From an optimization exercise on the open Yosys and OpenROAD flow, aimed at small area, a short achievable clock period and few clock cycles; shortcuts taken in it are not production practice.
No run shown here included a check of the RTL's function; only the layout flow was run.
Power and IR drop assume default switching activity.

`design/flow/flow/run.sh`:
```
#!/bin/bash
# The standard layout (standard.sh), with one change: the buffers that
# buffer_ports puts on every input and output port are buf_1 cells instead of
# the delay cells it picks by default; timing repair resizes them as needed.
set -euo pipefail
export BUFFER_PORTS_ARGS="-buffer_cell sky130_fd_sc_hd__buf_1"
bash standard.sh > standard.log 2>&1
```
`design/flow/standard.sh`:
```
#!/bin/bash
# synth_recipe.tcl (not shown) runs the flow's synth.tcl, then flattens the netlist and writes it again
# the make line also repeats each setting of config.mk as NAME=value (left out here)
make -C /OpenROAD-flow-scripts/flow DESIGN_CONFIG=/design/flow/config.mk WORK_HOME=/design/flow/orfs CLKGATE_MAP_FILE= SYNTH_SCRIPT=/design/flow/synth_recipe.tcl "${@:-finish}"
```
`design/flow/config.mk`:
```
export PLATFORM = sky130hd
export DESIGN_NAME = gb_mbc_core
export DESIGN_NICKNAME = gb_mbc_core
export VERILOG_FILES = /design/flow/design.v
export SDC_FILE = /design/flow/constraint.sdc
export NUM_CORES = 4
export LEC_CHECK = 0
export CAP_MARGIN = 20
export CORE_MARGIN = 2
export CORE_UTILIZATION = 40
export CTS_BUF_LIST = sky130_fd_sc_hd__clkbuf_4 sky130_fd_sc_hd__clkbuf_8
export CTS_CLUSTER_DIAMETER = 60
export CTS_CLUSTER_SIZE = 12
export SETUP_SLACK_MARGIN = 4.5
export SLEW_MARGIN = 20
```
`design/flow/constraint.sdc`:
```
create_clock -name core_clock -period 8.0 [get_ports {clk}]
set_input_delay 1.6000 -clock core_clock [delete_from_list [all_inputs] [get_ports {clk}]]
set_output_delay 1.6000 -clock core_clock [all_outputs]
set_load 0.01 [all_outputs]
```
`design/flow/design.v`:
```
`default_nettype none
module gb_mbc_core (
    input  wire         clk,
    input  wire         rst,
    input  wire         cmd_valid,
    output wire         cmd_ready,
    input  wire [31:0]  cmd_word,
    output wire         res_valid,
    output wire [7:0]   res_status,
    output wire [31:0]  res_value,
    output wire [31:0]  res_aux,
    output wire         res_flag,
    output wire         res_hdr_valid,
    output wire [127:0] res_title,
    output wire [3:0]   res_mbc_type,
    output wire [1:0]   res_warn,
    output wire [15:0]  bus_addr,
    output wire         bus_set,
    output wire         bus_rd,
    output wire         bus_wr,
    output wire         bus_wait,
    output wire [7:0]   bus_wdata,
    input  wire         bus_ack,
    input  wire [7:0]   bus_rdata,
    input  wire         bus_err,
    output wire         out_valid,
    output wire [7:0]   out_data,
    input  wire         out_ready,
    output wire         in_req,
    input  wire         in_ack,
    input  wire [7:0]   in_data,
    input  wire         in_end,
    input  wire         in_fail
);
    localparam [3:0] ST_OK        = 4'h0;
    localparam [3:0] ST_BUSERR    = 4'h1;
    localparam [3:0] ST_UNSUP     = 4'h2;
    localparam [3:0] ST_FILEIO    = 4'h3;
    localparam [3:0] ST_ILLEGAL   = 4'h4;
    localparam [3:0] ST_NOSESSION = 4'h5;
    localparam [3:0] ST_FAULTED   = 4'h6;
    localparam [3:0] ST_ADDRUNSET = 4'h7;
    localparam [3:0] ST_CTRLWR    = 4'h8;
    localparam [3:0] ST_RAMNOTEN  = 4'h9;
    localparam [2:0] FAM_ROMONLY = 3'd0;
    localparam [2:0] FAM_MBC1    = 3'd1;
    localparam [2:0] FAM_MBC2    = 3'd2;
    localparam [2:0] FAM_MBC3    = 3'd3;
    localparam [2:0] FAM_MBC5    = 3'd4;
    localparam [4:0] OP_PARSE_HEADER    = 5'h01;
    localparam [4:0] OP_MAKE_ROM_READER = 5'h02;
    localparam [4:0] OP_ENABLE_RAM      = 5'h03;
    localparam [4:0] OP_DISABLE_RAM     = 5'h04;
    localparam [4:0] OP_SELECT_ROM_BANK = 5'h05;
    localparam [4:0] OP_SELECT_RAM_BANK = 5'h06;
    localparam [4:0] OP_SET_ADDR        = 5'h07;
    localparam [4:0] OP_READ_BYTE       = 5'h08;
    localparam [4:0] OP_WRITE_BYTE      = 5'h09;
    localparam [4:0] OP_ROM_SIZE        = 5'h0A;
    localparam [4:0] OP_ROM_STATUS      = 5'h0B;
    localparam [4:0] OP_ROM_READ        = 5'h0C;
    localparam [4:0] OP_RAM_DUMP        = 5'h0D;
    localparam [4:0] OP_RAM_RESTORE     = 5'h0E;
    localparam [4:0] OP_XLATE_ROM       = 5'h0F;
    localparam [4:0] OP_XLATE_RAM       = 5'h10;
    localparam [2:0] CK_EN     = 3'd0;   
    localparam [2:0] CK_DIS    = 3'd1;   
    localparam [2:0] CK_ROMSEL = 3'd2;   
    localparam [2:0] CK_RAMSEL = 3'd3;   
    localparam [2:0] CK_FIX    = 3'd4;   
    localparam [4:0] S_IDLE  = 5'd0;    
    localparam [4:0] S_CHK   = 5'd6;    
    localparam [4:0] S_EXEC  = 5'd1;    
    localparam [4:0] S_RES   = 5'd2;    
    localparam [4:0] S_HDR   = 5'd3;    
    localparam [4:0] S_HDONE = 5'd4;    
    localparam [4:0] S_CW    = 5'd5;    
    localparam [4:0] S_BRD   = 5'd7;    
    localparam [4:0] S_W1    = 5'd8;    
    localparam [4:0] S_WR    = 5'd9;    
    localparam [4:0] S_W2    = 5'd10;   
    localparam [4:0] S_RCHK  = 5'd11;   
    localparam [4:0] S_RRD   = 5'd12;   
    localparam [4:0] S_DRAIN = 5'd13;   
    localparam [4:0] S_FRD   = 5'd14;   
    localparam [4:0] S_BANK  = 5'd15;   
    localparam [4:0] S_DRD   = 5'd16;   
    localparam [4:0] S_TIN   = 5'd17;   
    localparam [3:0] A_HDR0 = 4'd0;     
    localparam [3:0] A_HINC = 4'd1;     
    localparam [3:0] A_CW   = 4'd2;     
    localparam [3:0] A_IMM  = 4'd3;     
    localparam [3:0] A_FIX  = 4'd4;     
    localparam [3:0] A_ROM  = 4'd5;     
    localparam [3:0] A_RAM  = 4'd6;     
    localparam [3:0] A_ROMI = 4'd7;     
    localparam [3:0] A_RAMI = 4'd8;     
    localparam [2:0] V_ZERO = 3'd0;
    localparam [2:0] V_CUR  = 3'd1;     
    localparam [2:0] V_RSZ  = 3'd2;     
    localparam [2:0] V_XL   = 3'd3;     
    localparam [2:0] V_BYTE = 3'd4;     
    localparam [3:0] U_OK  = 4'd0;
    localparam [3:0] U_N1  = 4'd1;
    localparam [3:0] U_N2  = 4'd2;
    localparam [3:0] U_N3  = 4'd3;
    localparam [3:0] U_E0  = 4'd4;
    localparam [3:0] U_ED  = 4'd5;
    localparam [3:0] U_F0  = 4'd6;
    localparam [3:0] U_F4  = 4'd7;
    localparam [3:0] U_BAD = 4'd8;
    reg  [4:0]   state;
    reg  [4:0]   op;             
    reg          op_hi;          
    reg  [23:0]  imm_r;          
    reg  [3:0]   status;
    reg          xnop;           
    reg          xeos;           
    reg          fpre;           
    reg          flag_r;
    reg          hdrv_r;
    reg          crdy;
    reg          rvld;
    reg          ph_ready;       
    reg          ph_fault;       
    reg  [15:0]  a_r;            
    reg          addr_valid;
    reg          set_r, rd_r, wr_r, wt_r;
    reg          ir_r;
    reg          ifail;
    reg  [2:0]   s_fam;
    reg  [3:0]   s_romc;         
    reg  [2:0]   s_ramc;         
    reg  [8:0]   rom_bank;
    reg          ram_en;
    reg  [23:0]  cursor;
    reg          eos;
    reg  [127:0] title_r;
    reg  [3:0]   h_type;
    reg          h_unrec;
    reg  [3:0]   h_romc;
    reg  [2:0]   h_ramc;
    reg  [3:0]   utf_st;
    reg          h_utfbad;
    reg  [2:0]   ck;
    reg  [1:0]   step;
    reg  [23:0]  cnt;            
    reg  [7:0]   od;             
    reg          ov;
    reg  [7:0]   sk;             
    reg          sv;
    assign cmd_ready     = crdy;
    assign res_valid     = rvld;
    assign res_status    = {4'd0, status};
    assign res_value     = {8'd0, cnt};
    assign res_aux       = {14'd0, imm_r[17:0]};
    assign res_flag      = flag_r;
    assign res_hdr_valid = hdrv_r;
    assign res_title     = title_r;
    assign res_mbc_type  = h_type;
    assign res_warn      = {h_unrec, h_utfbad};
    assign bus_addr  = a_r;
    assign bus_set   = set_r;
    assign bus_rd    = rd_r;
    assign bus_wr    = wr_r;
    assign bus_wait  = wt_r;
    assign bus_wdata = sk;
    assign out_valid = ov;
    assign out_data  = od;
    assign in_req    = ir_r;
    reg illegal;
    always @(*) begin
        if (op_hi)
            illegal = 1'b1;
        else case (op)
            OP_PARSE_HEADER, OP_MAKE_ROM_READER, OP_ENABLE_RAM, OP_DISABLE_RAM,
            OP_READ_BYTE, OP_ROM_SIZE, OP_ROM_STATUS, OP_RAM_DUMP, OP_RAM_RESTORE:
                illegal = (imm_r != 24'd0);
            OP_WRITE_BYTE:
                illegal = (imm_r[23:8] != 16'd0);
            OP_SELECT_ROM_BANK, OP_SELECT_RAM_BANK, OP_SET_ADDR:
                illegal = (imm_r[23:16] != 8'd0);
            OP_ROM_READ, OP_XLATE_ROM, OP_XLATE_RAM:
                illegal = 1'b0;
            default:
                illegal = 1'b1;
        endcase
    end
    wire op_hdr  = (op == OP_PARSE_HEADER) || (op == OP_MAKE_ROM_READER);
    wire op_rr   = (op == OP_ROM_READ);
    wire op_dump = (op == OP_RAM_DUMP);
    wire op_rest = (op == OP_RAM_RESTORE);
    wire op_data = op_rr || op_dump || op_rest;
    function [4:0] ram_banks_of;
        input [2:0] c;
        begin
            case (c)
                3'd1:    ram_banks_of = 5'd1;
                3'd2:    ram_banks_of = 5'd4;
                3'd3:    ram_banks_of = 5'd8;
                3'd4:    ram_banks_of = 5'd16;
                default: ram_banks_of = 5'd0;
            endcase
        end
    endfunction
    wire f_mbc1 = (s_fam == FAM_MBC1);
    wire f_mbc2 = (s_fam == FAM_MBC2);
    wire f_mbc3 = (s_fam == FAM_MBC3);
    wire f_mbc5 = (s_fam == FAM_MBC5);
    wire f_none = (s_fam == FAM_ROMONLY);
    wire s_bankable = f_mbc1 || f_mbc3 || f_mbc5;
    wire [4:0] s_nb = ram_banks_of(s_ramc);
    wire s_nsel = s_bankable && (s_ramc != 3'd1);                         
    wire s_bad  = s_nsel && (s_ramc == 3'd3 || s_ramc == 3'd4) && !f_mbc5;   
    wire s_big  = (s_romc >= 4'd5) && (s_romc <= 4'd8);                   
    function rom_bad;
        input [15:0] n;
        reg          fam_bad, sz_bad;
        integer      j;
        begin
            if (f_mbc1 || f_mbc3)  fam_bad = (n[15:7] != 9'd0);
            else if (f_mbc2)       fam_bad = (n[15:4] != 12'd0);
            else if (f_mbc5)       fam_bad = (n[15:9] != 7'd0);
            else                   fam_bad = (n[15:1] != 15'd0);
            sz_bad = 1'b1;
            for (j = 0; j <= 8; j = j + 1)
                if (s_romc == j) sz_bad = ((n >> (j + 1)) != 16'd0);
            rom_bad = fam_bad || sz_bad;
        end
    endfunction
    wire [15:0] sel_rom_n   = (imm_r[15:0] == 16'd0) ? 16'd1 : imm_r[15:0];
    wire [9:0]  rd_rom_n    = cursor[23:14];
    wire        rom_sel_bad = rom_bad(sel_rom_n);
    wire        rd_sel_bad  = rom_bad({6'd0, rd_rom_n});
    reg ram_sel_bad;
    always @(*) begin
        case (s_ramc)
            3'd1:    ram_sel_bad = (imm_r[15:0] != 16'd0);
            3'd2:    ram_sel_bad = (imm_r[15:2] != 14'd0);
            3'd3:    ram_sel_bad = f_mbc5 ? (imm_r[15:3] != 13'd0) : (imm_r[15:2] != 14'd0);
            3'd4:    ram_sel_bad = f_mbc5 ? (imm_r[15:4] != 12'd0) : (imm_r[15:2] != 14'd0);
            default: ram_sel_bad = 1'b1;
        endcase
        if (!s_bankable) ram_sel_bad = 1'b1;
    end
    wire addr_in_ram = (a_r[15:13] == 3'b101);
    reg at_end;
    reg xr_flag, xm_flag;
    integer i;
    always @(*) begin
        at_end  = 1'b1;
        xr_flag = 1'b0;
        for (i = 0; i <= 8; i = i + 1)
            if (s_romc == i) begin
                at_end  = cursor[15 + i];
                xr_flag = ((imm_r >> (15 + i)) == 24'd0);    
            end
        case (s_ramc)                                       
            3'd1:    xm_flag = (imm_r[23:13] == 11'd0);
            3'd2:    xm_flag = (imm_r[23:15] == 9'd0);
            3'd3:    xm_flag = (imm_r[23:16] == 8'd0);
            3'd4:    xm_flag = (imm_r[23:17] == 7'd0);
            default: xm_flag = 1'b0;
        endcase
    end
    reg  [3:0] d_type;
    reg        d_unrec;
    always @(*) begin
        d_unrec = 1'b0;
        case (bus_rdata)
            8'h00: d_type = 4'd0;
            8'h01: d_type = 4'd1;
            8'h02: d_type = 4'd2;
            8'h03: d_type = 4'd3;
            8'h05: d_type = 4'd4;
            8'h06: d_type = 4'd5;
            8'h11: d_type = 4'd6;
            8'h12: d_type = 4'd7;
            8'h13: d_type = 4'd8;
            8'h19: d_type = 4'd9;
            8'h1A: d_type = 4'd10;
            8'h1B: d_type = 4'd11;
            default: begin
                d_type  = 4'd0;
                d_unrec = 1'b1;
            end
        endcase
    end
    reg [2:0] d_ramc;
    always @(*) begin
        case (bus_rdata)
            8'h02:   d_ramc = 3'd1;
            8'h03:   d_ramc = 3'd2;
            8'h04:   d_ramc = 3'd4;
            8'h05:   d_ramc = 3'd3;
            default: d_ramc = 3'd0;
        endcase
        if (h_type == 4'd0) d_ramc = 3'd0;
    end
    reg [3:0] utf_next;
    always @(*) begin
        utf_next = U_BAD;
        case (utf_st)
            U_OK: begin
                if (bus_rdata < 8'h80)                              utf_next = U_OK;
                else if (bus_rdata >= 8'hC2 && bus_rdata <= 8'hDF)  utf_next = U_N1;
                else if (bus_rdata == 8'hE0)                        utf_next = U_E0;
                else if (bus_rdata == 8'hED)                        utf_next = U_ED;
                else if (bus_rdata >= 8'hE1 && bus_rdata <= 8'hEF)  utf_next = U_N2;
                else if (bus_rdata == 8'hF0)                        utf_next = U_F0;
                else if (bus_rdata >= 8'hF1 && bus_rdata <= 8'hF3)  utf_next = U_N3;
                else if (bus_rdata == 8'hF4)                        utf_next = U_F4;
                else                                                utf_next = U_BAD;
            end
            U_N1: utf_next = (bus_rdata[7:6] == 2'b10) ? U_OK : U_BAD;
            U_N2: utf_next = (bus_rdata[7:6] == 2'b10) ? U_N1 : U_BAD;
            U_N3: utf_next = (bus_rdata[7:6] == 2'b10) ? U_N2 : U_BAD;
            U_E0: utf_next = (bus_rdata >= 8'hA0 && bus_rdata <= 8'hBF) ? U_N1 : U_BAD;
            U_ED: utf_next = (bus_rdata >= 8'h80 && bus_rdata <= 8'h9F) ? U_N1 : U_BAD;
            U_F0: utf_next = (bus_rdata >= 8'h90 && bus_rdata <= 8'hBF) ? U_N2 : U_BAD;
            U_F4: utf_next = (bus_rdata >= 8'h80 && bus_rdata <= 8'h8F) ? U_N2 : U_BAD;
            default: utf_next = U_BAD;
        endcase
    end
    reg [2:0] h_fam;
    always @(*) begin
        case (h_type)
            4'd1, 4'd2, 4'd3:   h_fam = FAM_MBC1;
            4'd4, 4'd5:         h_fam = FAM_MBC2;
            4'd6, 4'd7, 4'd8:   h_fam = FAM_MBC3;
            4'd9, 4'd10, 4'd11: h_fam = FAM_MBC5;
            default:            h_fam = FAM_ROMONLY;
        endcase
    end
    wire [6:0] hidx = cnt[6:0];    
    wire [8:0] cw_rom_n = op_rr ? rd_rom_n[8:0] : imm_r[8:0];    
    wire [3:0] cw_ram_n = (op == OP_SELECT_RAM_BANK) ? imm_r[3:0] : cnt[16:13];
    reg  [1:0] cw_len;
    reg  [7:0] cw_ahi;           
    reg  [7:0] cw_data;
    always @(*) begin
        cw_len  = 2'd0;
        cw_ahi  = 8'h00;
        cw_data = 8'h00;
        case (ck)
            CK_EN: begin
                cw_data = 8'h0A;
                cw_len  = f_none ? 2'd0 : 2'd1;
            end
            CK_DIS: begin
                cw_len  = f_none ? 2'd0 : 2'd1;
            end
            CK_FIX: begin
                cw_ahi  = 8'h60;
                cw_data = 8'h01;
                cw_len  = 2'd1;
            end
            CK_ROMSEL: begin
                if (f_mbc1) begin
                    if (s_big) begin
                        cw_len = 2'd3;
                        case (step)
                            2'd0:    begin cw_ahi = 8'h60; cw_data = 8'h00; end
                            2'd1:    begin cw_ahi = 8'h20; cw_data = {3'd0, cw_rom_n[4:0]}; end
                            default: begin cw_ahi = 8'h40; cw_data = {6'd0, cw_rom_n[6:5]}; end
                        endcase
                    end else begin
                        cw_len  = 2'd1;
                        cw_ahi  = 8'h20;
                        cw_data = {3'd0, cw_rom_n[4:0]};
                    end
                end else if (f_mbc2) begin
                    cw_len  = 2'd1;
                    cw_ahi  = 8'h21;
                    cw_data = {4'd0, cw_rom_n[3:0]};
                end else if (f_mbc3) begin
                    cw_len  = 2'd1;
                    cw_ahi  = 8'h20;
                    cw_data = {1'b0, cw_rom_n[6:0]};
                end else if (f_mbc5) begin
                    cw_len = 2'd2;
                    if (step == 2'd0) begin
                        cw_ahi  = 8'h20;
                        cw_data = cw_rom_n[7:0];
                    end else begin
                        cw_ahi  = 8'h30;
                        cw_data = {7'd0, cw_rom_n[8]};
                    end
                end
            end
            default: begin   
                if (f_mbc1) begin
                    cw_len = 2'd2;
                    if (step == 2'd0) begin
                        cw_ahi  = 8'h60;
                        cw_data = 8'h01;
                    end else begin
                        cw_ahi  = 8'h40;
                        cw_data = {6'd0, cw_ram_n[1:0]};
                    end
                end else if (f_mbc3) begin
                    cw_len  = 2'd1;
                    cw_ahi  = 8'h40;
                    cw_data = {6'd0, cw_ram_n[1:0]};
                end else if (f_mbc5) begin
                    cw_len  = 2'd1;
                    cw_ahi  = 8'h40;
                    cw_data = {4'd0, cw_ram_n[3:0]};
                end
            end
        endcase
    end
    wire req       = rd_r || wr_r || wt_r;
    wire ack       = bus_ack && req;
    wire berr      = bus_err && (rd_r || wr_r);
    wire ack_ok    = ack && !berr;
    wire iack      = in_ack && ir_r;
    wire ifail_now = iack && in_end && in_fail;
    wire taken     = ov && out_ready;
    wire streaming = (state == S_RRD) || (state == S_DRD);
    wire push      = rd_r && bus_ack && !bus_err && streaming;
    wire room      = !((sv || (push && ov)) && !taken);
    wire        rr_last = (imm_r == 24'd1);             
    wire        rr_bnd  = (cursor[13:0] == 14'h3FFF);   
    wire        x_last  = (cnt[12:0] == 13'h1FFF);      
    wire        pf      = op_rest && !x_last;           
    reg [3:0] c_st;
    reg       c_nop;
    always @(*) begin
        c_st  = ST_OK;
        c_nop = 1'b0;
        if (illegal) begin
            c_st = ST_ILLEGAL;
        end else if (ph_fault) begin
            c_st = ST_FAULTED;
        end else if (!ph_ready && !op_hdr) begin
            c_st = ST_NOSESSION;
        end else begin
            case (op)
                OP_SELECT_ROM_BANK: if (rom_sel_bad) c_st = ST_UNSUP;
                OP_SELECT_RAM_BANK: if (ram_sel_bad) c_st = ST_UNSUP;
                OP_READ_BYTE: begin
                    if (!addr_valid)                 c_st = ST_ADDRUNSET;
                    else if (addr_in_ram && !ram_en) c_st = ST_RAMNOTEN;
                end
                OP_WRITE_BYTE: begin
                    if (!addr_valid)                 c_st = ST_ADDRUNSET;
                    else if (!a_r[15])               c_st = ST_CTRLWR;
                    else if (addr_in_ram && !ram_en) c_st = ST_RAMNOTEN;
                end
                OP_ROM_READ:    c_nop = (imm_r == 24'd0) || at_end;
                OP_RAM_DUMP:    if (s_bad) c_st = ST_UNSUP;
                OP_RAM_RESTORE: begin
                    if (s_ramc == 3'd0) c_nop = 1'b1;
                    else if (s_bad)     c_st = ST_UNSUP;
                end
                default: ;
            endcase
        end
    end
    reg  [4:0] nstate;
    reg        go_res;           
    reg        iss_set, iss_rd, iss_wr, iss_wt, iss_in;
    reg        a_ld;
    reg  [3:0] a_sel;
    reg        wd_cw, wd_imm, wd_in;
    reg        cnt_clr, cnt_inc, cnt_ld;
    reg  [2:0] v_sel;
    reg        cur_inc;
    reg        imm_dec, imm_zero, imm_sel, aux_st, aux_xl, aux_hdr;
    reg        st_ld;
    reg  [3:0] st_val;
    reg        fault;
    reg        flag_ld;
    reg        flag_val;
    reg        hdr_done;
    reg        ck_ld;
    reg  [2:0] ck_val;
    reg        step_inc;
    reg        title_sh;
    reg        hdr_cap;
    reg        ramen_ld, ramen_val;
    reg        rombank_ld;
    reg        eos_set;
    always @(*) begin
        nstate     = state;
        go_res     = 1'b0;
        iss_set    = 1'b0;
        iss_rd     = 1'b0;
        iss_wr     = 1'b0;
        iss_wt     = 1'b0;
        iss_in     = 1'b0;
        a_ld       = 1'b0;
        a_sel      = A_ROM;
        wd_cw      = 1'b0;
        wd_imm     = 1'b0;
        wd_in      = 1'b0;
        cnt_clr    = 1'b0;
        cnt_inc    = 1'b0;
        cnt_ld     = 1'b0;
        v_sel      = V_ZERO;
        cur_inc    = 1'b0;
        imm_dec    = 1'b0;
        imm_zero   = 1'b0;
        imm_sel    = 1'b0;
        aux_st     = 1'b0;
        aux_xl     = 1'b0;
        aux_hdr    = 1'b0;
        st_ld      = 1'b0;
        st_val     = ST_OK;
        fault      = 1'b0;
        flag_ld    = 1'b0;
        flag_val   = 1'b0;
        hdr_done   = 1'b0;
        ck_ld      = 1'b0;
        ck_val     = CK_EN;
        step_inc   = 1'b0;
        title_sh   = 1'b0;
        hdr_cap    = 1'b0;
        ramen_ld   = 1'b0;
        ramen_val  = 1'b0;
        rombank_ld = 1'b0;
        eos_set    = 1'b0;
        case (state)
            S_IDLE: begin
                if (cmd_valid) nstate = S_CHK;
            end
            S_CHK: begin
                nstate = S_EXEC;
                st_ld  = 1'b1;
                st_val = c_st;
            end
            S_RES: begin
                nstate = S_IDLE;
            end
            S_EXEC: begin
                cnt_clr  = 1'b1;
                imm_zero = 1'b1;
                flag_ld  = 1'b1;
                go_res   = 1'b1;
                if (status == ST_OK && !xnop) begin
                    case (op)
                        OP_PARSE_HEADER, OP_MAKE_ROM_READER: begin
                            go_res  = 1'b0;
                            nstate  = S_HDR;
                            a_ld    = 1'b1;
                            a_sel   = A_HDR0;
                            iss_set = 1'b1;
                            iss_rd  = 1'b1;
                        end
                        OP_ENABLE_RAM, OP_DISABLE_RAM: begin
                            go_res = 1'b0;
                            nstate = S_CW;
                            ck_ld  = 1'b1;
                            ck_val = (op == OP_ENABLE_RAM) ? CK_EN : CK_DIS;
                        end
                        OP_SELECT_ROM_BANK: begin
                            go_res   = 1'b0;
                            imm_zero = 1'b0;
                            imm_sel  = 1'b1;
                            nstate   = S_CW;
                            ck_ld    = 1'b1;
                            ck_val   = CK_ROMSEL;
                        end
                        OP_SELECT_RAM_BANK: begin
                            go_res   = 1'b0;
                            imm_zero = 1'b0;
                            nstate   = S_CW;
                            ck_ld    = 1'b1;
                            ck_val   = CK_RAMSEL;
                        end
                        OP_SET_ADDR: begin
                            a_ld    = 1'b1;
                            a_sel   = A_IMM;
                            iss_set = 1'b1;
                        end
                        OP_READ_BYTE: begin
                            go_res = 1'b0;
                            nstate = S_BRD;
                            iss_rd = 1'b1;
                        end
                        OP_WRITE_BYTE: begin
                            wd_imm = 1'b1;
                            go_res = 1'b0;
                            if (addr_in_ram) begin
                                nstate = S_W1;
                                iss_wt = 1'b1;
                            end else begin
                                nstate = S_WR;
                                iss_wr = 1'b1;
                            end
                        end
                        OP_ROM_SIZE: begin
                            cnt_ld = 1'b1;
                            v_sel  = V_RSZ;
                        end
                        OP_ROM_STATUS: begin
                            cnt_ld   = 1'b1;
                            v_sel    = V_CUR;
                            imm_zero = 1'b0;
                            aux_st   = 1'b1;
                        end
                        OP_ROM_READ: begin
                            go_res   = 1'b0;
                            imm_zero = 1'b0;
                            nstate   = S_RCHK;
                        end
                        OP_RAM_DUMP: begin
                            go_res = 1'b0;
                            nstate = S_CW;
                            ck_ld  = 1'b1;
                            ck_val = CK_EN;
                        end
                        OP_RAM_RESTORE: begin
                            go_res = 1'b0;
                            if (f_mbc2) begin
                                nstate  = S_FRD;
                                a_ld    = 1'b1;
                                a_sel   = A_FIX;
                                iss_set = 1'b1;
                                iss_rd  = 1'b1;
                            end else begin
                                nstate = S_CW;
                                ck_ld  = 1'b1;
                                ck_val = f_mbc1 ? CK_FIX : CK_EN;
                            end
                        end
                        OP_XLATE_ROM, OP_XLATE_RAM: begin
                            cnt_ld   = 1'b1;
                            v_sel    = V_XL;
                            imm_zero = 1'b0;
                            aux_xl   = 1'b1;
                        end
                        default: ;
                    endcase
                end
                eos_set  = xeos && (status == ST_OK);
                flag_val = fpre && (status == ST_OK);
            end
            S_HDR: begin
                if (ack) begin
                    if (berr) begin
                        fault = 1'b1;
                    end else begin
                        hdr_cap  = 1'b1;
                        title_sh = (hidx >= 7'h34) && (hidx <= 7'h43);
                        if (hidx == 7'h4F) begin
                            nstate = S_HDONE;
                        end else begin
                            cnt_inc = 1'b1;
                            a_ld    = 1'b1;
                            a_sel   = A_HINC;
                            iss_set = 1'b1;
                            iss_rd  = 1'b1;
                        end
                    end
                end
            end
            S_HDONE: begin
                hdr_done = 1'b1;
                cnt_ld   = 1'b1;
                v_sel    = V_RSZ;
                aux_hdr  = 1'b1;
                flag_ld  = 1'b1;
                flag_val = h_unrec || (utf_st != U_OK);
                go_res   = 1'b1;
            end
            S_CW: begin
                if (wr_r) begin
                    if (ack) begin
                        if (berr)
                            fault = 1'b1;
                        else
                            step_inc = 1'b1;
                    end
                end else if (step != cw_len) begin
                    if (!sv) begin
                        a_ld    = 1'b1;
                        a_sel   = A_CW;
                        wd_cw   = 1'b1;
                        iss_set = 1'b1;
                        iss_wr  = 1'b1;
                    end
                end else begin
                    case (ck)
                        CK_EN, CK_DIS: begin
                            ramen_ld  = 1'b1;
                            ramen_val = (ck == CK_EN);
                            if (ck == CK_EN && op_data)
                                nstate = S_BANK;
                            else if (ck == CK_DIS && op_dump)
                                nstate = S_DRAIN;
                            else
                                go_res = 1'b1;
                        end
                        CK_ROMSEL: begin
                            rombank_ld = 1'b1;
                            if (op_rr) begin
                                nstate  = S_RRD;
                                a_ld    = 1'b1;
                                a_sel   = A_ROM;
                                iss_set = room;
                                iss_rd  = room;
                            end else begin
                                nstate = S_DRAIN;
                            end
                        end
                        CK_RAMSEL: begin
                            if (op_dump) begin
                                nstate  = S_DRD;
                                a_ld    = 1'b1;
                                a_sel   = A_RAM;
                                iss_set = room;
                                iss_rd  = room;
                            end else if (op_rest) begin
                                nstate = S_TIN;
                                iss_in = 1'b1;
                            end else begin
                                nstate = S_DRAIN;
                            end
                        end
                        default: begin   
                            ck_ld  = 1'b1;
                            ck_val = CK_EN;
                        end
                    endcase
                end
            end
            S_BRD: begin
                if (ack) begin
                    if (berr) begin
                        fault = 1'b1;
                    end else begin
                        cnt_ld = 1'b1;
                        v_sel  = V_BYTE;
                        go_res = 1'b1;
                    end
                end
            end
            S_W1: begin
                if (ack) begin
                    nstate = S_WR;
                    iss_wr = 1'b1;
                end
            end
            S_WR: begin
                if (ack) begin
                    if (berr) begin
                        fault = 1'b1;
                    end else if (op_rest || addr_in_ram) begin
                        nstate = S_W2;
                        iss_wt = 1'b1;
                        iss_in = pf;
                    end else begin
                        go_res = 1'b1;
                    end
                end
            end
            S_W2: begin
                wd_in = 1'b1;
                if ((!wt_r || ack) && (!ir_r || iack)) begin
                    if (!op_rest) begin
                        go_res = 1'b1;
                    end else begin
                        cnt_inc = 1'b1;
                        if (!pf) begin
                            nstate = S_BANK;
                        end else if (ifail || ifail_now) begin
                            st_ld  = 1'b1;
                            st_val = ST_FILEIO;
                            go_res = 1'b1;
                        end else begin
                            nstate  = S_W1;
                            a_ld    = 1'b1;
                            a_sel   = A_RAMI;
                            iss_set = 1'b1;
                            iss_wt  = 1'b1;
                        end
                    end
                end
            end
            S_RCHK: begin
                if (at_end) begin
                    nstate   = S_DRAIN;
                end else if (cursor[13:0] == 14'd0 && rd_rom_n != 10'd0) begin
                    if (rd_sel_bad) begin
                        st_ld    = 1'b1;
                        st_val   = ST_UNSUP;
                        nstate   = S_DRAIN;
                    end else begin
                        nstate = S_CW;
                        ck_ld  = 1'b1;
                        ck_val = CK_ROMSEL;
                    end
                end else begin
                    nstate  = S_RRD;
                    a_ld    = 1'b1;
                    a_sel   = A_ROM;
                    iss_set = room;
                    iss_rd  = room;
                end
            end
            S_RRD: begin
                if (rd_r) begin
                    if (ack) begin
                        if (berr) begin
                            fault = 1'b1;
                        end else begin
                            cur_inc = 1'b1;
                            cnt_inc = 1'b1;
                            imm_dec = 1'b1;
                            if (rr_last) begin
                                nstate   = S_DRAIN;
                            end else if (rr_bnd) begin
                                nstate = S_RCHK;
                            end else begin
                                a_ld    = 1'b1;
                                a_sel   = A_ROMI;
                                iss_set = room;
                                iss_rd  = room;
                            end
                        end
                    end
                end else begin
                    iss_set = room;
                    iss_rd  = room;
                end
            end
            S_DRAIN: begin
                imm_zero = 1'b1;
                cnt_clr  = !op_data;
                if (!sv && (!ov || taken)) go_res = 1'b1;
            end
            S_FRD: begin
                if (ack) begin
                    if (berr) begin
                        fault = 1'b1;
                    end else begin
                        nstate = S_CW;
                        ck_ld  = 1'b1;
                        ck_val = CK_EN;
                    end
                end
            end
            S_BANK: begin
                if (cnt[17:13] == s_nb) begin
                    nstate = S_CW;
                    ck_ld  = 1'b1;
                    ck_val = CK_DIS;
                end else if (s_nsel) begin
                    nstate = S_CW;
                    ck_ld  = 1'b1;
                    ck_val = CK_RAMSEL;
                end else if (op_dump) begin
                    nstate  = S_DRD;
                    a_ld    = 1'b1;
                    a_sel   = A_RAM;
                    iss_set = room;
                    iss_rd  = room;
                end else begin
                    nstate = S_TIN;
                    iss_in = 1'b1;
                end
            end
            S_DRD: begin
                if (rd_r) begin
                    if (ack) begin
                        if (berr) begin
                            fault = 1'b1;
                        end else begin
                            cnt_inc = 1'b1;
                            if (x_last) begin
                                nstate = S_BANK;
                            end else begin
                                a_ld    = 1'b1;
                                a_sel   = A_RAMI;
                                iss_set = room;
                                iss_rd  = room;
                            end
                        end
                    end
                end else begin
                    iss_set = room;
                    iss_rd  = room;
                end
            end
            S_TIN: begin
                wd_in = 1'b1;
                if (iack) begin
                    if (ifail_now) begin
                        st_ld  = 1'b1;
                        st_val = ST_FILEIO;
                        go_res = 1'b1;
                    end else begin
                        nstate  = S_W1;
                        a_ld    = 1'b1;
                        a_sel   = A_RAM;
                        iss_set = 1'b1;
                        iss_wt  = 1'b1;
                    end
                end
            end
            default: begin
                nstate = S_IDLE;
            end
        endcase
        if (fault) begin
            st_ld    = 1'b1;
            st_val   = ST_BUSERR;
            nstate   = S_DRAIN;
        end
        if (go_res) nstate = S_RES;
    end
    wire [23:0] cursor_i = cursor + 24'd1;
    wire [23:0] cnt_i    = cnt + 24'd1;
    wire [23:0] cursor_d = cur_inc ? cursor_i : cursor;
    wire [23:0] cnt_d    = cnt_inc ? cnt_i : cnt;
    reg [15:0] a_val;
    always @(*) begin
        case (a_sel)
            A_HDR0:  a_val = 16'h0100;
            A_HINC:  a_val = {9'h002, cnt_i[6:0]};
            A_CW:    a_val = {cw_ahi, 8'h00};
            A_IMM:   a_val = imm_r[15:0];
            A_FIX:   a_val = 16'h0134;
            A_ROM:   a_val = {1'b0, (cursor[23:14] != 10'd0), cursor[13:0]};
            A_ROMI:  a_val = {a_r[15:14], cursor_i[13:0]};
            A_RAM:   a_val = {3'b101, cnt[12:0]};
            default: a_val = {3'b101, cnt_i[12:0]};
        endcase
    end
    wire [3:0]  rsz_code = (state == S_HDONE) ? h_romc : s_romc;
    reg  [23:0] v_val;
    always @(*) begin
        case (v_sel)
            V_CUR:   v_val = cursor;
            V_RSZ:   v_val = (rsz_code <= 4'd8) ? (24'h008000 << rsz_code) : 24'd0;
            V_XL:    v_val = op[4] ? {13'd0, imm_r[23:13]} : {14'd0, imm_r[23:14]};
            V_BYTE:  v_val = {16'd0, bus_rdata};
            default: v_val = 24'd0;
        endcase
    end
    always @(posedge clk) begin
        if (rst) begin
            state      <= S_IDLE;
            crdy       <= 1'b1;
            rvld       <= 1'b0;
            ph_ready   <= 1'b0;
            ph_fault   <= 1'b0;
            addr_valid <= 1'b0;
            set_r      <= 1'b0;
            rd_r       <= 1'b0;
            wr_r       <= 1'b0;
            wt_r       <= 1'b0;
            ir_r       <= 1'b0;
            ov         <= 1'b0;
            sv         <= 1'b0;
        end else begin
            state <= nstate;
            crdy  <= (state == S_RES) || (state == S_IDLE && !cmd_valid);
            rvld  <= go_res;
            set_r <= iss_set;
            rd_r  <= iss_rd || (rd_r && !bus_ack);
            wr_r  <= iss_wr || (wr_r && !bus_ack);
            wt_r  <= iss_wt || (wt_r && !bus_ack);
            ir_r  <= iss_in || (ir_r && !in_ack);
            if (set_r) addr_valid <= 1'b1;
            if (fault || st_ld && st_val == ST_FILEIO) ph_fault <= 1'b1;
            if (hdr_done && op == OP_MAKE_ROM_READER) ph_ready <= 1'b1;
            if (sv) begin
                if (taken) sv <= 1'b0;
            end else if (push) begin
                if (!ov || taken)
                    ov <= 1'b1;
                else
                    sv <= 1'b1;
            end else if (taken) begin
                ov <= 1'b0;
            end
        end
    end
    always @(posedge clk) begin
        if (state == S_IDLE) begin
            op    <= cmd_word[28:24];
            op_hi <= (cmd_word[31:29] != 3'd0);
        end
        if (state == S_IDLE)
            imm_r <= cmd_word[23:0];
        else if (imm_zero)
            imm_r[17:0] <= 18'd0;
        else if (imm_dec)
            imm_r <= imm_r - 24'd1;
        else if (imm_sel)
            imm_r[15:0] <= sel_rom_n;
        else if (aux_st)
            imm_r[17:0] <= {9'd0, rom_bank};
        else if (aux_xl) begin
            if (op[4])
                imm_r[17:13] <= 5'b00101;
            else
                imm_r[17:14] <= {3'b000, (imm_r[23:14] != 10'd0)};
        end else if (aux_hdr) begin
            case (h_ramc)
                3'd1:    imm_r[17:13] <= 5'b00001;
                3'd2:    imm_r[17:13] <= 5'b00100;
                3'd3:    imm_r[17:13] <= 5'b01000;
                3'd4:    imm_r[17:13] <= 5'b10000;
                default: imm_r[17:13] <= 5'b00000;
            endcase
        end
        if (cnt_ld)
            cnt <= v_val;
        else if (cnt_clr)
            cnt <= 24'd0;
        else
            cnt <= cnt_d;
        if (st_ld) status <= st_val;
        if (state == S_CHK) begin
            xnop <= c_nop;
            xeos <= (op == OP_ROM_READ) && (imm_r != 24'd0) && at_end;
            fpre <= (op == OP_ROM_STATUS) ? eos :
                    (op == OP_XLATE_ROM)  ? xr_flag :
                    (op == OP_XLATE_RAM)  ? xm_flag : 1'b0;
        end
        if (flag_ld) flag_r <= flag_val;
        if (state == S_CHK) hdrv_r <= 1'b0;
        if (hdr_done) hdrv_r <= 1'b1;
        if (a_ld) a_r <= a_val;
        if (state == S_WR) ifail <= 1'b0;
        if (wd_in && ifail_now) ifail <= 1'b1;
        if (ck_ld) begin
            ck   <= ck_val;
            step <= 2'd0;
        end else if (step_inc)
            step <= step + 2'd1;
        if (sv) begin
            if (taken) od <= sk;
        end else if (push) begin
            if (!ov || taken)
                od <= bus_rdata;
            else
                sk <= bus_rdata;
        end else if (wd_cw)
            sk <= cw_data;
        else if (wd_imm)
            sk <= imm_r[7:0];
        else if (wd_in && iack && !ifail_now)
            sk <= in_end ? 8'hFF : in_data;
        if (state == S_CHK) utf_st <= U_OK;
        if (title_sh) begin
            title_r <= {bus_rdata, title_r[127:8]};
            utf_st  <= utf_next;
        end
        if (hdr_cap && hidx == 7'h47) begin
            h_type  <= d_type;
            h_unrec <= d_unrec;
        end
        if (hdr_cap && hidx == 7'h48) h_romc <= (bus_rdata <= 8'h08) ? bus_rdata[3:0] : 4'hF;
        if (hdr_cap && hidx == 7'h49) h_ramc <= d_ramc;
        if (hdr_done) h_utfbad <= (utf_st != U_OK);
        if (hdr_done && op == OP_MAKE_ROM_READER) begin
            s_fam  <= h_fam;
            s_romc <= h_romc;
            s_ramc <= h_ramc;
        end
        if (hdr_done && op == OP_MAKE_ROM_READER)
            rom_bank <= 9'd1;
        else if (rombank_ld)
            rom_bank <= cw_rom_n;
        if (hdr_done && op == OP_MAKE_ROM_READER)
            ram_en <= 1'b0;
        else if (ramen_ld)
            ram_en <= ramen_val;
        if (hdr_done && op == OP_MAKE_ROM_READER)
            cursor <= 24'd0;
        else
            cursor <= cursor_d;
        if (hdr_done && op == OP_MAKE_ROM_READER)
            eos <= 1'b0;
        else if (eos_set)
            eos <= 1'b1;
    end
endmodule
`default_nettype wire
```
==> results.tsv, run 1 <==
metric	value	unit
Die ar.	46000	sq um
Post-Syn Instances	1858	
setup TNS	0	ns
core box area	43900	sq um
Worst Tran Pin Value	1.11	ns
ANT cells	0	
Via density	6.07	
Arr. time, crit path	3.85	ns
hold crit path type	reg2reg	
synth cell count leaders	252 x edfxtp_1, 203 x nor2_1, 178 x nand2_1	
Clk Latency, worst-skew pair	0.64	ns
synth warn	1	
Worst setup SP type	register	
Total Nets Final	2186	
Avg WL per Cell	25.3	microns
top cell type's share of synthesized area	42.7	%
Die Span Y	214	microns
post-layout min period	3.47	ns
CTS buffer count	37	
synthesized area per cell	9.53	sq um
cts hold-fix bufs	0	
pwr dens	257	nW/um^2
fin util	46.5	%
area grow syn2layout	15.2	%
Detail Route Antenna Nets	0	
First-pass DRT Iterations	6	
# port buffers	278	
Fin Clk Skew	0.0477	ns
main flop type after synthesis	edfxtp_1	
Initial Util	40.3	%
Die X	214	microns
CP required	8.38	ns
flop and latch count out of synthesis	308	
run status	no timing/DRC/antenna violations	
Post-DP HPWL	51100	microns
DRC viols	0	
htree depth	2	
post-route clock period utilization	43.4	%
Crit Path Category	reg2reg	
CTS Buffer Depth	3	
CTS tree	yes	
initial antenna violation count	0	
worst-path maximum fanout	17	
total length of routed wires	69100	microns
clk sinks	308	
leakage power	6.75	nW
pin count of the biggest net entering global routing	93	
gpl congestion	1.00	
All-Layer GR Usage	29.1	%
Synth area leaders	edfxtp_1 43%, dfxtp_1 6.3%, nor2_1 4.3%	
total gr overflow	0	
Post-Layout Cell Count	2727	
RSZ-0062 raised after global routing	true	
synth unique cells	98	
Synth area leader	edfxtp_1	
first-pass GRT wire length	101000	microns
Seq/Total Area, Yosys	49.1	%
Site Rows	77	
count leader, synth	edfxtp_1	
Max Transition Viols Final	0	
FFs w/ async S/R, synth	0	%
final setup violating endpoints	0	
number of enable flip-flop cells after synthesis	252	
placed instance area	19100	sq um
Fin. Hold Viols	0	
initial drt markers	2018	
Root Driver	clkbuf_8	
max_slew headroom	24.9	%
Finished Cell Area	20400	sq um
Clock Pin Slew Worst Setup and Hold Paths	0.07	ns
Min Hold Slack	0.448	ns
FMAX	288	MHz
layout cells sized above 1	11.0	%
Setup crit end kind	register	
vias	16500	
max cap viols	0	
vias in the first global route	15400	
Peak VDD IR	0.196	mV
Inst Count DP	2618	
Mapped Area	17700	sq um
# IOs	305	
[final timing paths]
path | start | end | slack (ns) | depth (start not counted)
setup / recovery | op[2] | a_r[14] | 4.53 | 11
hold reg to reg | title_r[56] | title_r[48] | 0.45 | 0
hold / removal | title_r[56] | title_r[48] | 0.45 | 0
setup reg to reg | op[2] | a_r[14] | 4.53 | 11
[through the flow]
step	setup WS, ns	power [W]
CTS	4.43	0.00515
global route	4.46	0.00547
floorplan	3.78	0.00328
global placement	3.32	0.00392
finish	4.53	0.00524
detailed placement	3.19	0.00393
[flip-flops by register name, indices dropped and copies added (netlist names), 2 cells and up]
signal,flops
s_fam,3
ck,3
state,5
title_r,128
od,8
cursor,24
sk,8
status,4
s_romc,4
utf_st,4
imm_r,24
s_ramc,3
a_r,16
op,5
cnt,24
h_ramc,3
rom_bank,9
h_type,4
step,2
h_romc,4
[cell usage in the layout, fill, tap and decap left out, types with 17 or more instances in the layout]
cell type and count:
dfxtp_1 53, xnor2_1 35, or3_1 19, nand3_1 60, nand2b_1 43, nor3_1 53, nor2_1 195, nor4_1 18
inv_1 45, buf_4 67, conb_1 26, a211oi_1 22, mux2i_1 20, nand2_1 175, a21oi_1 113, nor2b_1 17
o22ai_1 17, edfxtp_1 252, a31oi_1 21, clkbuf_8 37, nand4_1 20, buf_1 275, o21ai_0 143, xor2_1 28
a22oi_1 24
[final cells by class]
class	count	area, sq um
Inverter	49	204
Timing Repair Buffer	349	1630
Clock buffer	42	547
Fill cell	4309	23500
Sequential cell	308	8690
Multi-Input combinational cell	1368	8430
Tap cell	592	741
Clock inverter	18	161
Timing Repair inverter	1	5.00
[routing by layer]
metal | wire length [microns] | track usage (%) | up-vias | part of all wire, %
li1 | - | - | 7386 | -
met1 | 28500 | 39.7 | 8008 | 41
met2 | 30900 | 45.6 | 981 | 45
met3 | 6640 | 5.70 | 168 | 9.6
met4 | 3160 | 11.9 | 0 | 4.6
met5 | 0 | 0 | - | 0
[cell families after synthesis]
logic type | count (synthesis) | synth area share [%]
XOR/XNOR | 63 | 3.12
other | 1 | 0.0212
AO/OA/AOI/OAI | 501 | 18.5
buffers and inverters | 208 | 5.51
AND/OR/NAND/NOR | 728 | 20.7
flip-flops | 308 | 49.1
adder cells (fa/ha/maj) | 16 | 1.12
multiplexers | 33 | 1.96
[report_power, final]
group | switching (W) | internal, W
registers | 0.000344 | 0.00197
logic | 0.00122 | 0.000569
clock network | 0.000639 | 0.000507
total | 0.00220 | 0.00304
[worst max-delay path: stages (launching register included)]
cell and delay, ns:
edfxtp_1 0.71, nand3b_1 0.38, nor2_4 0.32, inv_1 0.12, o31ai_1 0.52, nand4_1 0.15
buf_4 0.19, a21oi_2 0.19, nor3b_4 0.07, buf_4 0.16, buf_4 0.13, a221o_1 0.28
[timing repair]
item	CTS	global route
endpoints found under the setup margin	226	198
buffers inserted	25	22
cloned	1	1
pin swaps	7	3
resized for setup	28	22
==> run 2, diff against run 1 <==
--- a/design/flow/config.mk
+++ b/design/flow/config.mk
@@ -13,3 +13,3 @@
 export CTS_CLUSTER_SIZE = 12
-export SETUP_SLACK_MARGIN = 4.5
+export SETUP_SLACK_MARGIN = 4.8
 export SLEW_MARGIN = 20
==> results.tsv, run 2 <==
metric	value	unit
worst-path maximum fanout	8	
worst reg2reg setup slack	4.69	ns
internal power	0.00319	W
Synth area leader	edfxtp_1	
CP max stage delay	0.58	ns
hold crit path type	reg2reg	
Worst setup SP type	register	
pin count of the biggest net entering global routing	77	
# port buffers	278	
met3 routed WL	7700	microns
commonest non-fill, non-tap cell in the layout	buf_1	
Seq/Total Area, Yosys	49.1	%
CTS Buffer Depth	3	
Setup crit end kind	register	
Seq pwr share	41.6	%
post-layout min period	3.31	ns
cts hold-fix bufs	0	
layout cells sized above 1	17.6	%
max_slew headroom	34.0	%
total gr overflow	0	
Die X	214	microns
Buf/Inv on CP	1	
Comb power frac	35.9	%
First-pass DRT Iterations	8	
Crit Path Category	reg2reg	
synth warn	1	
max cap viols	0	
area grow syn2layout	22.0	%
Post-Syn Instances	1858	
synth unique cells	98	
pwr dens	254	nW/um^2
clock share of power	22.5	%
crit-path cells	or4b_4 -> o21ai_4 -> nand4_1 -> a311oi_4 -> buf_4 -> mux2i_4 -> a21o_1 -> nand4_4 -> a221oi_2 -> o221a_1	
FFs w/ async S/R, synth	0	%
Psw	0.00229	W
initial drt markers	2233	
setup TNS	0	ns
Total Nets Final	2260	
DRC viols	0	
Fin Clk Skew	0.0308	ns
met1 WL	30000	microns
clk sinks	308	
Detail Route Antenna Nets	0	
PnR worst setup slack	4.69	ns
CTS buffer count	39	
CTS tree	yes	
core box area	43900	sq um
vias in the first global route	15800	
leakage power	7.27	nW
Mapped Area	17700	sq um
post-route clock period utilization	41.3	%
FMAX	302	MHz
final setup violating endpoints	0	
Die Span Y	214	microns
RSZ-0062 raised after global routing	true	
Max Transition Viols Final	0	
Sw Share	41.8	%
max reg flops	128	
Fin. Hold Viols	0	
uppermost routed layer	met5	
Die ar.	46000	sq um
synth cell count leaders	252 x edfxtp_1, 203 x nor2_1, 178 x nand2_1	
main flop type after synthesis	edfxtp_1	
synthesized area per cell	9.53	sq um
Root Driver	clkbuf_8	
Peak VDD IR	0.136	mV
Post-DP HPWL	53300	microns
Clock Pin Slew Worst Setup and Hold Paths	0.08	ns
vias	17300	
count leader, synth	edfxtp_1	
Arr. time, crit path	3.80	ns
total length of routed wires	75100	microns
Synth area leaders	edfxtp_1 43%, dfxtp_1 6.3%, nor2_1 4.3%	
CP required	8.50	ns
Initial Util	40.3	%
Avg WL per Cell	26.7	microns
initial antenna violation count	4	
Site Rows	77	
top cell type's share of synthesized area	42.7	%
Worst path slowest cell	edfxtp_1	
first-pass GRT wire length	107000	microns
Worst Tran Pin Value	0.965	ns
number of enable flip-flop cells after synthesis	252	
flop and latch count out of synthesis	308	
CP delay by family, top	compound AO/OA/AOI/OAI gates	
Via density	6.14	
routed length on met2	33500	microns
htree depth	2	
most frequent cells in the layout	272 x buf_1, 252 x edfxtp_1, 184 x nor2_1, 169 x nand2_1, 138 x o21ai_0	
worst slack, placed	3.07	ns
# IOs	305	
Most flops, register	title_r	
run status	no timing/DRC/antenna violations	
Clk Latency, worst-skew pair	0.63	ns
All-Layer GR Usage	31.3	%
gpl congestion	1.02	
## run 2: cell counts after synthesis
No cell type changed its count.
## run 2: layout make-up
cell class              count  area [sq um]
diodes                      4          10.0
clock buffers              51           639
clock inverters            16           148
fillers                  4250         22300
inverters                  49           204
multi-input cells        1372          8940
flip-flops and latches    308          8700
well taps                 592           741
repair buffers            416          2210
repair inverters            2          12.5
## run 2: cell families after synthesis
| group | share of synthesized area, % |
|---|---|
| AND/OR/NAND/NOR | 20.7 |
| other | 0.0212 |
| XOR/XNOR | 3.12 |
| multiplexers | 1.96 |
| AO/OA/AOI/OAI | 18.5 |
| buffers and inverters | 5.51 |
| adder cells (fa/ha/maj) | 1.12 |
| flip-flops | 49.1 |
## run 2: through the flow
stage | utilization, % | cell area (sq um) | power (W) | cells | hold slack, ns
3_5_place_dp | 43.5 | 19100 | 0.00392 | 2611 | 0.430
6_report | 49.2 | 21600 | 0.00548 | 2810 | 0.440
2_1_floorplan | - | 18000 | 0.00329 | 1883 | 0.437
3_3_place_gp | 43.5 | 19100 | 0.00391 | 2610 | 0.429
5_1_grt | 49.2 | 21600 | 0.00567 | 2808 | 0.457
4_1_cts | 47.7 | 21000 | 0.00535 | 2765 | 0.445
## run 2: metal layers
metal / vias to the layer above / GRT usage, %
met5: - / 0
met4: 2 / 15.9
met3: 199 / 7.26
met2: 1084 / 47.8
met1: 8397 / 41.8
li1: 7580 / -
## run 2: worst reg2reg max path: stages, from the launching register on
cell      delay [ns]
edfxtp_1        0.58
or4b_4          0.57
o21ai_4         0.09
nand4_1         0.17
a311oi_4        0.45
buf_4           0.20
mux2i_4         0.30
a21o_1          0.22
nand4_4         0.14
a221oi_2        0.26
o221a_1         0.22
## run 2: path summary, 6_finish.rpt
| kind | startpoint | cells after the start | end |
|---|---|---|---|
| worst min-delay path | title_r[101] | 0 | title_r[93] |
| worst max register to register | s_romc[3] | 10 | a_r[7] |
| worst min register to register | title_r[101] | 0 | title_r[93] |
| worst max-delay path | s_romc[3] | 10 | a_r[7] |
## run 2: what timing repair did
item                                    in CTS  in global routing
gates cloned                                 6                  3
endpoints found under the setup margin     321                195
pin swaps                                   17                 18
endpoints found under the hold margin        0                  0
resized for setup                           83                 68
buffers inserted                            81                 37
## run 2: power by group through the flow
stage	Clock [W]	Sequential, W	Combinational [W]
after floorplan	0	0.00217	0.00113
after global placement	0	0.00242	0.00149
after detailed placement	0	0.00243	0.00150
after CTS	0.00125	0.00227	0.00182
after global routing	0.00131	0.00230	0.00207
final	0.00123	0.00228	0.00197
==> run 3, diff against run 2 <==
--- a/design/flow/design.v
+++ b/design/flow/design.v
@@ -143,2 +143,3 @@
     reg  [3:0]   utf_st;
+    reg          t_utf;          
     reg          h_utfbad;
@@ -299,2 +300,3 @@
     end
+    wire [7:0] tb8 = title_r[127:120];    
     reg [3:0] utf_next;
@@ -304,19 +306,19 @@
             U_OK: begin
-                if (bus_rdata < 8'h80)                              utf_next = U_OK;
-                else if (bus_rdata >= 8'hC2 && bus_rdata <= 8'hDF)  utf_next = U_N1;
-                else if (bus_rdata == 8'hE0)                        utf_next = U_E0;
-                else if (bus_rdata == 8'hED)                        utf_next = U_ED;
-                else if (bus_rdata >= 8'hE1 && bus_rdata <= 8'hEF)  utf_next = U_N2;
-                else if (bus_rdata == 8'hF0)                        utf_next = U_F0;
-                else if (bus_rdata >= 8'hF1 && bus_rdata <= 8'hF3)  utf_next = U_N3;
-                else if (bus_rdata == 8'hF4)                        utf_next = U_F4;
+                if (tb8 < 8'h80)                              utf_next = U_OK;
+                else if (tb8 >= 8'hC2 && tb8 <= 8'hDF)  utf_next = U_N1;
+                else if (tb8 == 8'hE0)                        utf_next = U_E0;
+                else if (tb8 == 8'hED)                        utf_next = U_ED;
+                else if (tb8 >= 8'hE1 && tb8 <= 8'hEF)  utf_next = U_N2;
+                else if (tb8 == 8'hF0)                        utf_next = U_F0;
+                else if (tb8 >= 8'hF1 && tb8 <= 8'hF3)  utf_next = U_N3;
+                else if (tb8 == 8'hF4)                        utf_next = U_F4;
                 else                                                utf_next = U_BAD;
             end
-            U_N1: utf_next = (bus_rdata[7:6] == 2'b10) ? U_OK : U_BAD;
-            U_N2: utf_next = (bus_rdata[7:6] == 2'b10) ? U_N1 : U_BAD;
-            U_N3: utf_next = (bus_rdata[7:6] == 2'b10) ? U_N2 : U_BAD;
-            U_E0: utf_next = (bus_rdata >= 8'hA0 && bus_rdata <= 8'hBF) ? U_N1 : U_BAD;
-            U_ED: utf_next = (bus_rdata >= 8'h80 && bus_rdata <= 8'h9F) ? U_N1 : U_BAD;
-            U_F0: utf_next = (bus_rdata >= 8'h90 && bus_rdata <= 8'hBF) ? U_N2 : U_BAD;
-            U_F4: utf_next = (bus_rdata >= 8'h80 && bus_rdata <= 8'h8F) ? U_N2 : U_BAD;
+            U_N1: utf_next = (tb8[7:6] == 2'b10) ? U_OK : U_BAD;
+            U_N2: utf_next = (tb8[7:6] == 2'b10) ? U_N1 : U_BAD;
+            U_N3: utf_next = (tb8[7:6] == 2'b10) ? U_N2 : U_BAD;
+            U_E0: utf_next = (tb8 >= 8'hA0 && tb8 <= 8'hBF) ? U_N1 : U_BAD;
+            U_ED: utf_next = (tb8 >= 8'h80 && tb8 <= 8'h9F) ? U_N1 : U_BAD;
+            U_F0: utf_next = (tb8 >= 8'h90 && tb8 <= 8'hBF) ? U_N2 : U_BAD;
+            U_F4: utf_next = (tb8 >= 8'h80 && tb8 <= 8'h8F) ? U_N2 : U_BAD;
             default: utf_next = U_BAD;
@@ -641,2 +643,5 @@
                 if (ack) begin
+                    hdr_cap  = 1'b1;
+                    title_sh = (hidx >= 7'h34) && (hidx <= 7'h43);
+                    cnt_inc  = (hidx != 7'h4F);
                     if (berr) begin
@@ -644,4 +649,2 @@
                     end else begin
-                        hdr_cap  = 1'b1;
-                        title_sh = (hidx >= 7'h34) && (hidx <= 7'h43);
                         if (hidx == 7'h4F) begin
@@ -649,3 +652,2 @@
                         end else begin
-                            cnt_inc = 1'b1;
                             a_ld    = 1'b1;
@@ -805,2 +807,4 @@
                     if (ack) begin
+                        cur_inc = 1'b1;
+                        imm_dec = 1'b1;
                         if (berr) begin
@@ -808,5 +812,3 @@
                         end else begin
-                            cur_inc = 1'b1;
                             cnt_inc = 1'b1;
-                            imm_dec = 1'b1;
                             if (rr_last) begin
@@ -1049,6 +1051,5 @@
         if (state == S_CHK) utf_st <= U_OK;
-        if (title_sh) begin
-            title_r <= {bus_rdata, title_r[127:8]};
-            utf_st  <= utf_next;
-        end
+        t_utf <= title_sh;
+        if (title_sh) title_r <= {bus_rdata, title_r[127:8]};
+        if (t_utf) utf_st <= utf_next;
         if (hdr_cap && hidx == 7'h47) begin
--- a/design/flow/config.mk
+++ b/design/flow/config.mk
@@ -9,3 +9,3 @@
 export CORE_MARGIN = 2
-export CORE_UTILIZATION = 40
+export CORE_UTILIZATION = 55
 export CTS_BUF_LIST = sky130_fd_sc_hd__clkbuf_4 sky130_fd_sc_hd__clkbuf_8
@@ -13,3 +13,3 @@
 export CTS_CLUSTER_SIZE = 12
-export SETUP_SLACK_MARGIN = 4.8
+export SETUP_SLACK_MARGIN = 4.6
 export SLEW_MARGIN = 20
==> results.tsv, run 3 <==
metric	value	unit
most frequent cells in the layout	275 x buf_1, 252 x edfxtp_1, 213 x nor2_1, 180 x nand2_1, 125 x o21ai_0	
Peak VDD IR	0.316	mV
Synth area leaders	edfxtp_1 43%, dfxtp_1 6.4%, nor2_1 4.7%	
mux contribution to synthesized area	2.46	%
First-pass DRT Iterations	6	
met1 WL	24700	microns
Clk Latency, worst-skew pair	0.58	ns
Clock Pin Slew Worst Setup and Hold Paths	0.09	ns
setup TNS	0	ns
Worst setup SP type	input port	
synthesized area per cell	9.43	sq um
main flop type after synthesis	edfxtp_1	
Most flops, register	title_r	
Mapped Area	17800	sq um
initial drt markers	1910	
uppermost routed layer	met4	
synth warn	1	
first-pass GRT wire length	96200	microns
Seq/Total Area, Yosys	49.0	%
commonest non-fill, non-tap cell in the layout	buf_1	
synth unique cells	91	
met3 routed WL	8210	microns
area grow syn2layout	15.8	%
hold crit path type	reg2reg	
post-route clock period utilization	43.2	%
Synth area leader	edfxtp_1	
flop and latch count out of synthesis	309	
fin util	65.0	%
leakage power	7.11	nW
Worst path slowest cell	nor4_4	
pin count of the biggest net entering global routing	81	
register area	8710	sq um
number of enable flip-flop cells after synthesis	252	
Post-Syn Instances	1882	
routed length on met2	29100	microns
count leader, synth	edfxtp_1	
Max Transition Viols Final	0	
post-synthesis xor/xnor area fraction	2.76	%
gpl congestion	1.05	
FILL cells	2647	
worst-path maximum fanout	15	
Avg WL per Cell	25.7	microns
Via density	6.54	
Detail Route Antenna Nets	0	
ANT cells	0	
max reg flops	128	
Crit Path Category	in2reg	
Worst Tran Pin Value	1.06	ns
RSZ-0062 raised after global routing	false	
max cap viols	0	
# port buffers	278	
initial antenna violation count	0	
post-layout min period	3.46	ns
Total Nets Final	2224	
vias in the first global route	15300	
vias	16900	
total gr overflow	0	
Initial Util	56.1	%
crit-path cells	buf_6 -> nand2b_1 -> nand4_1 -> o21ai_1 -> nand3_2 -> nor4_4 -> o31ai_4 -> nor3b_4 -> buf_12 -> a221oi_4 -> nor3_2	
pwr dens	258	nW/um^2
Synth Area in Adders	1.17	%
CTS tree	yes	
Die X	184	microns
Fin Clk Skew	0.0355	ns
max_slew headroom	28.8	%
Post-DP HPWL	48900	microns
run status	no timing/DRC/antenna violations	
cts hold-fix bufs	0	
top cell type's share of synthesized area	42.6	%
area occupied by multi-input gates	8560	sq um
Fin. Hold Viols	0	
total length of routed wires	66200	microns
clk sinks	309	
final setup violating endpoints	0	
synth cell count leaders	252 x edfxtp_1, 223 x nor2_1, 187 x nand2_1	
CP required	8.33	ns
# IOs	305	
Die ar.	33700	sq um
CTS buffer count	34	
DRC viols	0	
largest family of logic cells by synthesized area	simple AND/OR/NAND/NOR gates	
Setup crit end kind	register	
CP max stage delay	0.35	ns
core box area	31600	sq um
Site Rows	65	
FMAX	289	MHz
FFs w/ async S/R, synth	0	%
htree depth	2	
Synth Area in Compound Gates	17.3	%
All-Layer GR Usage	37.9	%
Root Driver	clkbuf_8	
CTS Buffer Depth	3	
Die Span Y	184	microns
layout cells sized above 1	13.4	%
post-synthesis simple-gate area fraction	21.5	%
Arr. time, crit path	3.79	ns
run 3: changes by cell type after synthesis, moves of 6 or more:
cell	previous run	this run
and3_1	9	23
o21ai_0	145	131
clkbuf_1	90	103
a21o_1	14	5
nand2_1	178	187
xnor2_1	35	23
nor2_1	203	223
a22oi_1	24	11
or3_1	21	27
nor2b_1	18	28
nand2b_1	43	30
run 3: metrics by stage:
step / hold WS (ns) / setup slack (ns) / cell area, sq um / power, W / cells
5_1_grt: 0.460 / 4.55 / 20600 / 0.00548 / 2580
3_3_place_gp: 0.427 / 3.32 / 18800 / 0.00386 / 2438
4_1_cts: 0.453 / 4.58 / 19900 / 0.00508 / 2527
2_1_floorplan: 0.416 / 2.70 / 18000 / 0.00332 / 1907
3_5_place_dp: 0.433 / 3.25 / 18800 / 0.00387 / 2438
6_report: 0.450 / 4.54 / 20600 / 0.00529 / 2580
run 3: cell type report:
type / count / area share, %
Timing Repair Buffer: 383 / 9.26
Tap cell: 402 / 2.45
Clock buffer: 52 / 2.93
Sequential cell: 309 / 42.4
Inverter: 44 / 0.803
Clock inverter: 10 / 0.542
Multi-Input combinational cell: 1380 / 41.6
run 3: cell families after synthesis:
| logic type | Yosys count |
|---|---|
| buffers and inverters | 218 |
| flip-flops | 309 |
| adder cells (fa/ha/maj) | 17 |
| other | 1 |
| AND/OR/NAND/NOR | 770 |
| AO/OA/AOI/OAI | 472 |
| XOR/XNOR | 56 |
| multiplexers | 39 |
run 3: timing repair:
item	in CTS	in global routing
setup endpoints to repair	231	178
buffers inserted	27	52
cloned	0	1
resized for setup	41	52
pin swaps	7	13
run 3: where the power goes:
part / internal, W / total [W] / leakage [nW] / switching (W)
sequential: 0.00198 / 0.00225 / 2.77 / 0.000276
clock: 0.000531 / 0.00114 / 0.374 / 0.000606
combinational: 0.000655 / 0.00191 / 3.96 / 0.00125
run 3: path summary, 6_finish.rpt:
path | start | endpoint | slack (ns) | depth (start not counted)
min reg2reg | title_r[84] | title_r[76] | 0.45 | 0
min | title_r[84] | title_r[76] | 0.45 | 0
max reg2reg | s_fam[1] | a_r[9] | 4.61 | 10
max | bus_ack | a_r[9] | 4.54 | 11
run 3: metal layers:
metal  vias to the layer above  track usage, %
met5                         -               0
li1                       7460               -
met2                      1180            58.5
met4                         0            20.9
met1                      7987            49.4
met3                       245            9.21
run 3: worst max-delay path: cells and delay by family:
| family | cells | cell delay (ns) |
|---|---|---|
| AO/OA/AOI/OAI | 3 | 0.69 |
| buffers and inverters | 2 | 0.30 |
| AND/OR/NAND/NOR | 6 | 1.18 |

separate check: timing with driven ports:
The results above use ideal ports. As a check the final layouts listed here were re-extracted and re-timed, cells and wires unchanged.
Step 1 (the two cells are an assumption about what drives the block):
set clk [get_ports {clk}]
set_driving_cell -lib_cell sky130_fd_sc_hd__clkbuf_16 $clk
set_driving_cell -lib_cell sky130_fd_sc_hd__buf_2 [delete_from_list [all_inputs] $clk]
Step 2, shift: input delay + t, output delay - t, t = (earliest + latest rising clock arrival at the registers) / 2. This alone moves slack from input paths to output paths.
a / b / c = ideal ports / drivers / drivers and shift; a / b = the first two.
| run | t (ns) | slack for setup (ns) | latest minus earliest clock arrival (ns) | worst register clock-pin slew, ns | worst data-port slew with drivers (ns) |
|---|---|---|---|---|---|
| run 1 | 0.667 | 4.526 / 4.526 / 3.899 | 0.048 / 0.048 | 0.09 / 0.09 | 0.06 |
| run 2 | 0.672 | 4.692 / 4.692 / 4.106 | 0.032 / 0.032 | 0.09 / 0.09 | 0.08 |
| run 3 | 0.615 | 4.541 / 4.525 / 3.911 | 0.037 / 0.037 | 0.09 / 0.09 | 0.07 |
After both steps every run listed still meets setup and hold. The setup slack of run 3, which loses most, moves by -0.016 ns with the drivers and by -0.630 ns with both steps.
